Source: an optimization exercise on an open RTL-to-GDS flow (aim: small area, a short achievable clock period and few clock cycles per item). Production flows keep margins and buffers that such runs may drop.
RTL that was checked went through simulation tests only; none was proved equivalent to the original.
No activity file was given, so power comes from the tool's default toggle rates.

== old ==
Design fdec, start of the top module:
module fdec (
    input  wire        clk,
    input  wire        rst,         
    input  wire        rx_valid,
    input  wire [7:0]  rx_data,
    input  wire        rx_eos,
    output wire        rx_ready,
    output wire        fo_valid,
    input  wire        fo_ready,
    output wire [31:0] fo_seq,
    output wire [6:0]  fo_len,
    output wire [7:0]  fo_data,
    output wire        fo_last,
    output wire        done         
);
For scale: roughly 880 flip-flops, ~64 I/O pins, ~35000 µm² of cells after synthesis.
export LEC_CHECK = 0
export CAP_MARGIN = 20
export CORE_MARGIN = 2
export CORE_UTILIZATION = 40
export SLEW_MARGIN = 20
create_clock -name core_clock -period 10.0 [get_ports {clk}]
standard.sh (not shown) runs the stock make flow with config.mk's settings and CLKGATE_MAP_FILE= SYNTH_SCRIPT=/design/flow/synth_recipe.tcl, a recipe that flattens the netlist after the stock synthesis.
==> flow/flow/run.sh <==
#!/bin/bash
set -euo pipefail
bash standard.sh SETUP_SLACK_MARGIN=7 finish > standard_flow.log 2>&1
No stage failed in old, and the final checks on the layout all came back clean.
## Diff of input files: new against old
-- flow/design.v --
<<< old, line 22
    localparam S_END     = 2'd3;         
    reg  [7:0]    mem [0:NB-1];
    reg           mw_v;      
    reg  [6:0]    mw_a;
    reg  [7:0]    mw_d;
    reg           m_v, s_v, done_r, rdy_r;
    reg  [7:0]    m_d, s_d;
    reg           m_aa, s_aa, m_z, s_z, m_le, s_le;
    assign rx_ready = rdy_r;                 
    assign done     = done_r;
    reg  [6:0]    rp, wp;
>>> new, line 22
    localparam S_END     = 2'd3;         
    reg  [7:0]    mem [0:NB-1];
    reg           m_v, s_v, done_r;
    reg  [7:0]    m_d, s_d;
    reg           m_aa, s_aa, m_z, s_z, m_le, s_le;
    assign rx_ready = !s_v && !done_r;
    assign done     = done_r;
    reg  [6:0]    rp, wp;
<<< old, line 108
    wire       qfetch  = !em_act && qpend && !qv && ra_ok;
    always @(posedge clk) begin
        mw_a <= wp;
        mw_d <= b;
        if (mw_v)
            mem[mw_a] <= mw_d;
    end
    integer i;
>>> new, line 105
    wire       qfetch  = !em_act && qpend && !qv && ra_ok;
    always @(posedge clk) begin
        if (wr)
            mem[wp] <= b;
    end
    integer i;
<<< old, line 183
            st      <= S_SEARCH;
            wlen    <= 6'd0;
            em_act  <= 1'b0;
            fo_v    <= 1'b0;
            sk_v    <= 1'b0;
            mw_v    <= 1'b0;
            rdy_r   <= 1'b1;
        end else begin
            mw_v  <= wr;
            rdy_r <= !(s_v ? !(!m_v || (step && !src_q)) : (m_v && !(step && !src_q) && rx_valid && rx_ready && !rx_eos))
                     && !(done_r || (rx_valid && rx_ready && rx_eos));
            if (rx_valid && rx_ready && rx_eos)
                done_r <= 1'b1;
>>> new, line 178
            st      <= S_SEARCH;
            wlen    <= 6'd0;
            hl_r    <= 1'b0;
            pl_r    <= 1'b0;
            lbad    <= 1'b0;
            trk     <= 4'd0;
            fnd     <= 1'b0;
            em_act  <= 1'b0;
            em_sqc  <= 3'd0;
            em_rem  <= 7'd0;
            em_zero <= 1'b0;
            ra      <= 7'd0;
            ra_ok   <= 1'b0;
            fre     <= 7'd0;
            fre_unk <= 1'b0;
            fo_v    <= 1'b0;
            sk_v    <= 1'b0;
        end else begin
            if (rx_valid && rx_ready && rx_eos)
                done_r <= 1'b1;
## What came out
Between old and new, the global-route track usage on met1 does not differ in any meaningful way. Re antenna violation net count after detailed routing: no difference whatsoever between new and old. Compared with old, in new final setup slack of the worst path dropped 15 ps, hold slack has increased, aggregate routed wire length higher. Between old and new, proportion of power drawn by the clock network is higher for new, old comes in under that.
No run of this note included a check of the RTL's function; only the layout flow was run.

* * *

The RTL this note starts from:
==> flow/design.v <==
module fdec (
    input  wire        clk,
    input  wire        rst,         
    input  wire        rx_valid,
    input  wire [7:0]  rx_data,
    input  wire        rx_eos,
    output wire        rx_ready,
    output wire        fo_valid,
    input  wire        fo_ready,
    output wire [31:0] fo_seq,
    output wire [6:0]  fo_len,
    output wire [7:0]  fo_data,
    output wire        fo_last,
    output wire        done         
);
    localparam MAXP = 64;                
    localparam NB   = 68;                
    localparam SYNC = 8'hAA;
    localparam S_SEARCH  = 2'd0;
    localparam S_HEADER  = 2'd1;
    localparam S_PAYLOAD = 2'd2;
    localparam S_END     = 2'd3;         
    reg  [7:0]    mem [0:NB-1];
    reg           mw_v;      
    reg  [6:0]    mw_a;
    reg  [7:0]    mw_d;
    reg           m_v, s_v, done_r, rdy_r;
    reg  [7:0]    m_d, s_d;
    reg           m_aa, s_aa, m_z, s_z, m_le, s_le;
    assign rx_ready = rdy_r;                 
    assign done     = done_r;
    reg  [6:0]    rp, wp;
    reg           qpend;     
    reg           qv;
    reg  [7:0]    qd;
    reg           q_aa, q_z, q_le;
    reg  [1:0]    st;
    reg  [5:0]    wlen;      
    reg  [6:0]    prem;      
    reg           hl_r;      
    reg           pl_r;      
    reg           lbad;      
    reg           vok;       
    reg  [6:0]    la7;       
    reg           hdr_pay;   
    reg  [7:0]    r [0:15];  
    reg  [3:0]    trk;       
    reg           fnd;       
    reg  [6:0]    nslot;     
    reg           fnd_last;  
    reg  [6:0]    sslot;     
    reg           em_act;    
    reg  [2:0]    em_sqc;    
    reg  [6:0]    em_rem;    
    reg           em_zero;   
    reg  [6:0]    ra;        
    reg           ra_ok;     
    reg  [6:0]    fre;       
    reg           pend;      
    reg           fo_v, fo_l, sk_v, sk_l;
    reg  [7:0]    fo_d, sk_d;
    reg  [31:0]   o_seq;
    reg  [6:0]    o_len;
    assign fo_valid = fo_v;
    assign fo_seq   = o_seq;
    assign fo_len   = o_len;
    assign fo_data  = fo_d;
    assign fo_last  = fo_l;
    wire em_busy = em_act || fo_v || sk_v;
    wire       src_q  = qpend;
    wire       have   = src_q ? qv : m_v;
    wire [7:0] b      = qv ? qd : m_d;        
    wire       is_aa  = qv ? q_aa : m_aa;
    wire       is_z   = qv ? q_z : m_z;
    wire       is_le  = qv ? q_le : m_le;
    wire in_hdr  = (st == S_HEADER);
    wire in_pay  = (st == S_PAYLOAD);
    wire in_end  = (st == S_END);
    wire ok_end  = in_end && vok;            
    wire ld      = (ok_end || pend) && !em_busy;    
    wire end_q   = in_end && !vok && fnd;    
    wire lrej    = in_hdr && lbad;           
    wire store   = !src_q && (in_pay || (in_hdr && (fnd || (wlen[5:3] == 3'b101))));    
    wire full    = em_act && ((fre == 7'd0) || ((fre == 7'd1) && mw_v));
    wire stall   = (pend && in_hdr && (wlen == 6'd16)) || (store && full) || end_q || lrej;
    wire step    = have && !stall;
    wire wr      = step && store;
    wire [6:0] rp_inc  = (rp == NB-1) ? 7'd0 : rp + 7'd1;
    wire [6:0] rp_next = (src_q || store) ? rp_inc : rp;
    wire [6:0] ra_inc  = (ra == NB-1) ? 7'd0 : ra + 7'd1;
    wire [6:0] fre_p1  = fre + 7'd1;
    wire [6:0] fre_m1  = fre - 7'd1;
    wire [7:0] sdist   = {1'b0, sslot} - {1'b0, wp};
    wire [6:0] fre_ini = sdist[7] ? sdist[6:0] + NB : sdist[6:0];
    wire       fnd_now   = fnd || ((trk == 4'd15) && is_aa);
    wire [6:0] nslot_now = fnd ? nslot : rp_next;
    wire [3:0] trk_now   = is_aa ? trk + 4'd1 : 4'd0;
    wire [5:0] wl = (in_end && vok) ? 6'd0 : wlen;
    wire [7:0] lab = {1'b0, la7};
    wire lchk = (wlen == 6'd16) ? is_le :
                (wlen == 6'd20) ? (b == lab) : is_z;
    wire rest_zero = ~|{r[1], r[2], r[3], r[4], r[5], r[6], r[7], r[8],
                        r[9], r[10], r[11], r[12], r[13], r[14], r[15]};
    wire hdr_ok    = rest_zero && (r[0] == 8'd0);
    wire pay_ok    = rest_zero && (qv ? (r[0] == qd) : (r[0] == m_d));
    wire rp_chg    = (step && (src_q || store)) || ((end_q || lrej) && fnd);
    wire [7:0] rdata   = mem[ra];
    wire       sfetch  = em_act && (em_sqc != 3'd0);
    wire       fetch   = em_act && (em_sqc == 3'd0) && !sk_v;
    wire       radv    = sfetch || (fetch && !em_zero);
    wire       b_last  = em_zero || (em_rem == 7'd1);
    wire       qfetch  = !em_act && qpend && !qv && ra_ok;
    always @(posedge clk) begin
        mw_a <= wp;
        mw_d <= b;
        if (mw_v)
            mem[mw_a] <= mw_d;
    end
    integer i;
    always @(posedge clk) begin
        if (step) begin
            if (in_hdr && wlen == 6'd16) begin
                la7     <= b[6:0];
                hdr_pay <= (b[6:0] != 7'd0);
            end
            if (in_hdr && wlen == 6'd40)
                sslot <= rp;
            if ((in_hdr && wlen >= 6'd24 && wlen < 6'd40) || in_pay) begin
                for (i = 0; i < 15; i = i + 1)
                    r[i] <= r[i+1];
                r[15] <= in_pay ? (r[0] - b) : (b - lab);
            end
            if (in_hdr || in_pay) begin
                nslot    <= nslot_now;
                fnd_last <= !fnd && fnd_now;
            end
            if (hl_r)
                prem <= la7;
            else
                prem <= prem - 7'd1;
            vok <= hl_r ? hdr_ok : pay_ok;
        end
        if (ld)
            o_len <= la7;
        if (sfetch) begin
            case (em_sqc)
                3'd4: o_seq[7:0]   <= rdata;
                3'd3: o_seq[15:8]  <= rdata;
                3'd2: o_seq[23:16] <= rdata;
                default: o_seq[31:24] <= rdata;
            endcase
        end
        if (qfetch) begin
            qd   <= rdata;
            q_aa <= (rdata == SYNC);
            q_z  <= (rdata == 8'd0);
            q_le <= (rdata <= MAXP);
        end
        if (!m_v || (step && !src_q)) begin
            m_d  <= s_v ? s_d : rx_data;
            m_aa <= s_v ? s_aa : (rx_data == SYNC);
            m_z  <= s_v ? s_z : (rx_data == 8'd0);
            m_le <= s_v ? s_le : (rx_data <= MAXP);
        end
        if (!s_v) begin
            s_d  <= rx_data;
            s_aa <= (rx_data == SYNC);
            s_z  <= (rx_data == 8'd0);
            s_le <= (rx_data <= MAXP);
        end
        if (!fo_v || fo_ready) begin
            fo_d <= sk_v ? sk_d : rdata;
            fo_l <= sk_v ? sk_l : b_last;
        end
        if (!sk_v) begin
            sk_d <= rdata;
            sk_l <= b_last;
        end
    end
    always @(posedge clk) begin
        if (rst) begin
            m_v     <= 1'b0;
            s_v     <= 1'b0;
            done_r  <= 1'b0;
            rp      <= 7'd0;
            wp      <= 7'd0;
            qpend   <= 1'b0;
            qv      <= 1'b0;
            st      <= S_SEARCH;
            wlen    <= 6'd0;
            em_act  <= 1'b0;
            pend    <= 1'b0;
            fo_v    <= 1'b0;
            sk_v    <= 1'b0;
            mw_v    <= 1'b0;
            rdy_r   <= 1'b1;
        end else begin
            mw_v  <= wr;
            rdy_r <= !(s_v ? !(!m_v || (step && !src_q)) : (m_v && !(step && !src_q) && rx_valid && rx_ready && !rx_eos))
                     && !(done_r || (rx_valid && rx_ready && rx_eos));
            if (rx_valid && rx_ready && rx_eos)
                done_r <= 1'b1;
            if (!m_v || (step && !src_q)) begin
                if (s_v) begin
                    m_v <= 1'b1;
                    s_v <= 1'b0;
                end else begin
                    m_v <= rx_valid && rx_ready && !rx_eos;
                end
            end else if (rx_valid && rx_ready && !rx_eos) begin
                s_v <= 1'b1;
            end
            if (step && src_q)
                qv <= 1'b0;
            else if (qfetch)
                qv <= 1'b1;
            if (end_q || (lrej && fnd)) begin
                st    <= S_HEADER;
                wlen  <= 6'd16;
                trk   <= 4'd15;
                fnd   <= 1'b0;
                lbad  <= 1'b0;
                rp    <= nslot;
                qpend <= !fnd_last || (nslot != wp);
            end else if (lrej) begin
                st    <= S_SEARCH;
                wlen  <= {2'b00, trk};
                lbad  <= 1'b0;
            end else if (in_end && !step) begin
                st    <= S_SEARCH;
                wlen  <= wl;
                fnd   <= 1'b0;
            end
            if (step) begin
                rp   <= rp_next;
                hl_r <= in_hdr && (wlen == 6'd42);
                pl_r <= hl_r ? (la7 == 7'd1) : (in_pay && (prem == 7'd2));
                lbad <= in_hdr && (wlen[5:3] == 3'b010) && !lchk;    
                if (src_q)
                    qpend <= (rp_inc != wp);
                if (store)
                    wp <= rp_inc;
                case (st)
                    S_HEADER: begin
                        wlen <= wlen + 6'd1;
                        trk  <= trk_now;
                        fnd  <= fnd_now;
                        if (hl_r) begin
                            st   <= hdr_pay ? S_PAYLOAD : S_END;
                            wlen <= {2'b00, trk_now};
                        end
                    end
                    S_PAYLOAD: begin
                        trk  <= trk_now;
                        fnd  <= fnd_now;
                        if (pl_r) begin
                            st   <= S_END;
                            wlen <= {2'b00, trk_now};
                        end
                    end
                    default: begin       
                        fnd <= 1'b0;
                        if (is_aa) begin
                            wlen <= wl + 6'd1;
                            if (wl == 6'd15) begin
                                st  <= S_HEADER;
                                trk <= 4'd15;
                            end else begin
                                st  <= S_SEARCH;
                            end
                        end else begin
                            wlen <= 6'd0;
                            st   <= S_SEARCH;
                        end
                    end
                endcase
            end
            if (ld)
                fre <= fre_ini;
            else
                fre <= (radv && !mw_v) ? fre_p1 : (!radv && mw_v) ? fre_m1 : fre;
            if (ld)
                pend <= 1'b0;
            else if (ok_end)
                pend <= 1'b1;
            if (ld) begin
                em_act  <= 1'b1;
                em_sqc  <= 3'd4;
                em_rem  <= la7;
                em_zero <= !hdr_pay;
                ra      <= sslot;
                ra_ok   <= 1'b0;
            end else if (em_act) begin
                ra_ok <= 1'b0;
                if (radv)
                    ra <= ra_inc;
                if (sfetch)
                    em_sqc <= em_sqc - 3'd1;
                if (fetch) begin
                    if (b_last)
                        em_act <= 1'b0;
                    if (em_zero)
                        em_zero <= 1'b0;
                    else
                        em_rem <= em_rem - 7'd1;
                end
            end else begin
                ra    <= rp;
                ra_ok <= !rp_chg;
            end
            if (fetch) begin
                if (!fo_v || fo_ready)
                    fo_v <= 1'b1;
                else
                    sk_v <= 1'b1;
            end else if (sk_v) begin
                if (fo_ready)
                    sk_v <= 1'b0;
            end else if (fo_ready) begin
                fo_v <= 1'b0;
            end
        end
    end
endmodule
clock: 10.0 ns
lec_check: 0
cap_margin: 20
core_margin: 2
core_utilization: 40
slew_margin: 20
==> flow/flow/run.sh <==
#!/bin/bash
set -euo pipefail
bash standard.sh SETUP_SLACK_MARGIN=7 \
  "CTS_ARGS=-sink_clustering_enable -repair_clock_nets -buf_list sky130_fd_sc_hd__clkbuf_16 -sink_clustering_size 24 -sink_clustering_max_diameter 80 -dont_use_dummy_load" \
  finish > standard_flow.log 2>&1
Testbench counts at the start, summed over its fixed seeds: cycles 74,668, bytes 74,262.
==> next run, changes <==
--- a/flow/design.v
+++ b/flow/design.v
@@ -54,11 +54,11 @@
     reg  [6:0]    em_rem;    
     reg           em_zero;   
     reg  [6:0]    ra;        
     reg           ra_ok;     
     reg  [6:0]    fre;       
-    reg           pend;      
+    reg           fre_unk;   
     reg           fo_v, fo_l, sk_v, sk_l;
     reg  [7:0]    fo_d, sk_d;
     reg  [31:0]   o_seq;
     reg  [6:0]    o_len;
     assign fo_valid = fo_v;
@@ -74,26 +74,23 @@
     wire       is_z   = qv ? q_z : m_z;
     wire       is_le  = qv ? q_le : m_le;
     wire in_hdr  = (st == S_HEADER);
     wire in_pay  = (st == S_PAYLOAD);
     wire in_end  = (st == S_END);
-    wire ok_end  = in_end && vok;            
-    wire ld      = (ok_end || pend) && !em_busy;    
+    wire ok_fire = in_end && vok;
     wire end_q   = in_end && !vok && fnd;    
     wire lrej    = in_hdr && lbad;           
     wire store   = !src_q && (in_pay || (in_hdr && (fnd || (wlen[5:3] == 3'b101))));    
-    wire full    = em_act && ((fre == 7'd0) || ((fre == 7'd1) && mw_v));
-    wire stall   = (pend && in_hdr && (wlen == 6'd16)) || (store && full) || end_q || lrej;
+    wire full    = em_act && ((fre == 7'd0) || ((fre == 7'd1) && mw_v) || fre_unk);
+    wire stall   = (((hl_r && !hdr_pay) || pl_r) && em_busy) || (store && full) || end_q || lrej;
     wire step    = have && !stall;
     wire wr      = step && store;
     wire [6:0] rp_inc  = (rp == NB-1) ? 7'd0 : rp + 7'd1;
     wire [6:0] rp_next = (src_q || store) ? rp_inc : rp;
     wire [6:0] ra_inc  = (ra == NB-1) ? 7'd0 : ra + 7'd1;
     wire [6:0] fre_p1  = fre + 7'd1;
     wire [6:0] fre_m1  = fre - 7'd1;
-    wire [7:0] sdist   = {1'b0, sslot} - {1'b0, wp};
-    wire [6:0] fre_ini = sdist[7] ? sdist[6:0] + NB : sdist[6:0];
     wire       fnd_now   = fnd || ((trk == 4'd15) && is_aa);
     wire [6:0] nslot_now = fnd ? nslot : rp_next;
     wire [3:0] trk_now   = is_aa ? trk + 4'd1 : 4'd0;
     wire [5:0] wl = (in_end && vok) ? 6'd0 : wlen;
     wire [7:0] lab = {1'b0, la7};
@@ -138,11 +135,11 @@
                 prem <= la7;
             else
                 prem <= prem - 7'd1;
             vok <= hl_r ? hdr_ok : pay_ok;
         end
-        if (ld)
+        if (ok_fire)
             o_len <= la7;
         if (sfetch) begin
             case (em_sqc)
                 3'd4: o_seq[7:0]   <= rdata;
                 3'd3: o_seq[15:8]  <= rdata;
@@ -187,11 +184,10 @@
             qpend   <= 1'b0;
             qv      <= 1'b0;
             st      <= S_SEARCH;
             wlen    <= 6'd0;
             em_act  <= 1'b0;
-            pend    <= 1'b0;
             fo_v    <= 1'b0;
             sk_v    <= 1'b0;
             mw_v    <= 1'b0;
             rdy_r   <= 1'b1;
         end else begin
@@ -273,25 +269,19 @@
                             st   <= S_SEARCH;
                         end
                     end
                 endcase
             end
-            if (ld)
-                fre <= fre_ini;
-            else
-                fre <= (radv && !mw_v) ? fre_p1 : (!radv && mw_v) ? fre_m1 : fre;
-            if (ld)
-                pend <= 1'b0;
-            else if (ok_end)
-                pend <= 1'b1;
-            if (ld) begin
+            if (ok_fire) begin
                 em_act  <= 1'b1;
                 em_sqc  <= 3'd4;
                 em_rem  <= la7;
                 em_zero <= !hdr_pay;
                 ra      <= sslot;
                 ra_ok   <= 1'b0;
+                fre     <= NB - 4 - la7;
+                fre_unk <= qpend;
             end else if (em_act) begin
                 ra_ok <= 1'b0;
                 if (radv)
                     ra <= ra_inc;
                 if (sfetch)
@@ -302,10 +292,11 @@
                     if (em_zero)
                         em_zero <= 1'b0;
                     else
                         em_rem <= em_rem - 7'd1;
                 end
+                fre <= (radv && !mw_v) ? fre_p1 : (!radv && mw_v) ? fre_m1 : fre;
             end else begin
                 ra    <= rp;
                 ra_ok <= !rp_chg;
             end
             if (fetch) begin
Effect:
- global-route usage falls by 0.23 points
- non-clock buffer count rises by 23
- clock-buffer cell count falls by 1
- critical path depth stays the same
- synthesized area falls by about 0.7%
- register-to-register slack barely changes
- worst setup slack gets worse by 0.068 ns
Only the layout flow was run in the second run of this note; the RTL was not checked for function there.

## re-timing with driven ports
The flow's constraints put no driver on any port. The routed layouts listed below were extracted and timed again, unchanged, in two steps. Step 1 sets driving cells, clkbuf_16 on the clock port and buf_2 on the other inputs (assumed; they add their load-dependent delay and slew). Step 2 also shifts input and output timing later by t, the mid clock arrival at the registers, as if the neighbouring blocks saw the same clock. Three values: ideal, step 1, step 2; two values: the first two.
run | shift t [ns] | setup WS [ns] | hold slack, ns | latest minus earliest clock arrival (ns) | slew at the worst register clock pin (ns)
old | 0.700 | 6.712 / 6.685 / 6.527 | 0.416 / 0.416 / 0.416 | 0.039 / 0.039 | 0.07 / 0.07
new | 0.706 | 6.697 / 6.693 / 6.591 | 0.443 / 0.443 / 0.443 | 0.068 / 0.068 | 0.06 / 0.06
the first run of note 2 | 0.654 | 6.734 / 6.670 / 6.448 | 0.421 / 0.421 / 0.421 | 0.051 / 0.052 | 0.10 / 0.10
the second run of note 2 | 0.647 | 6.666 / 6.600 / 6.421 | 0.376 / 0.376 / 0.376 | 0.095 / 0.095 | 0.10 / 0.10
After both steps every run listed still meets setup and hold. The setup slack of the first run of note 2, which loses most, moves by -0.064 ns with the drivers and by -0.286 ns with both steps.
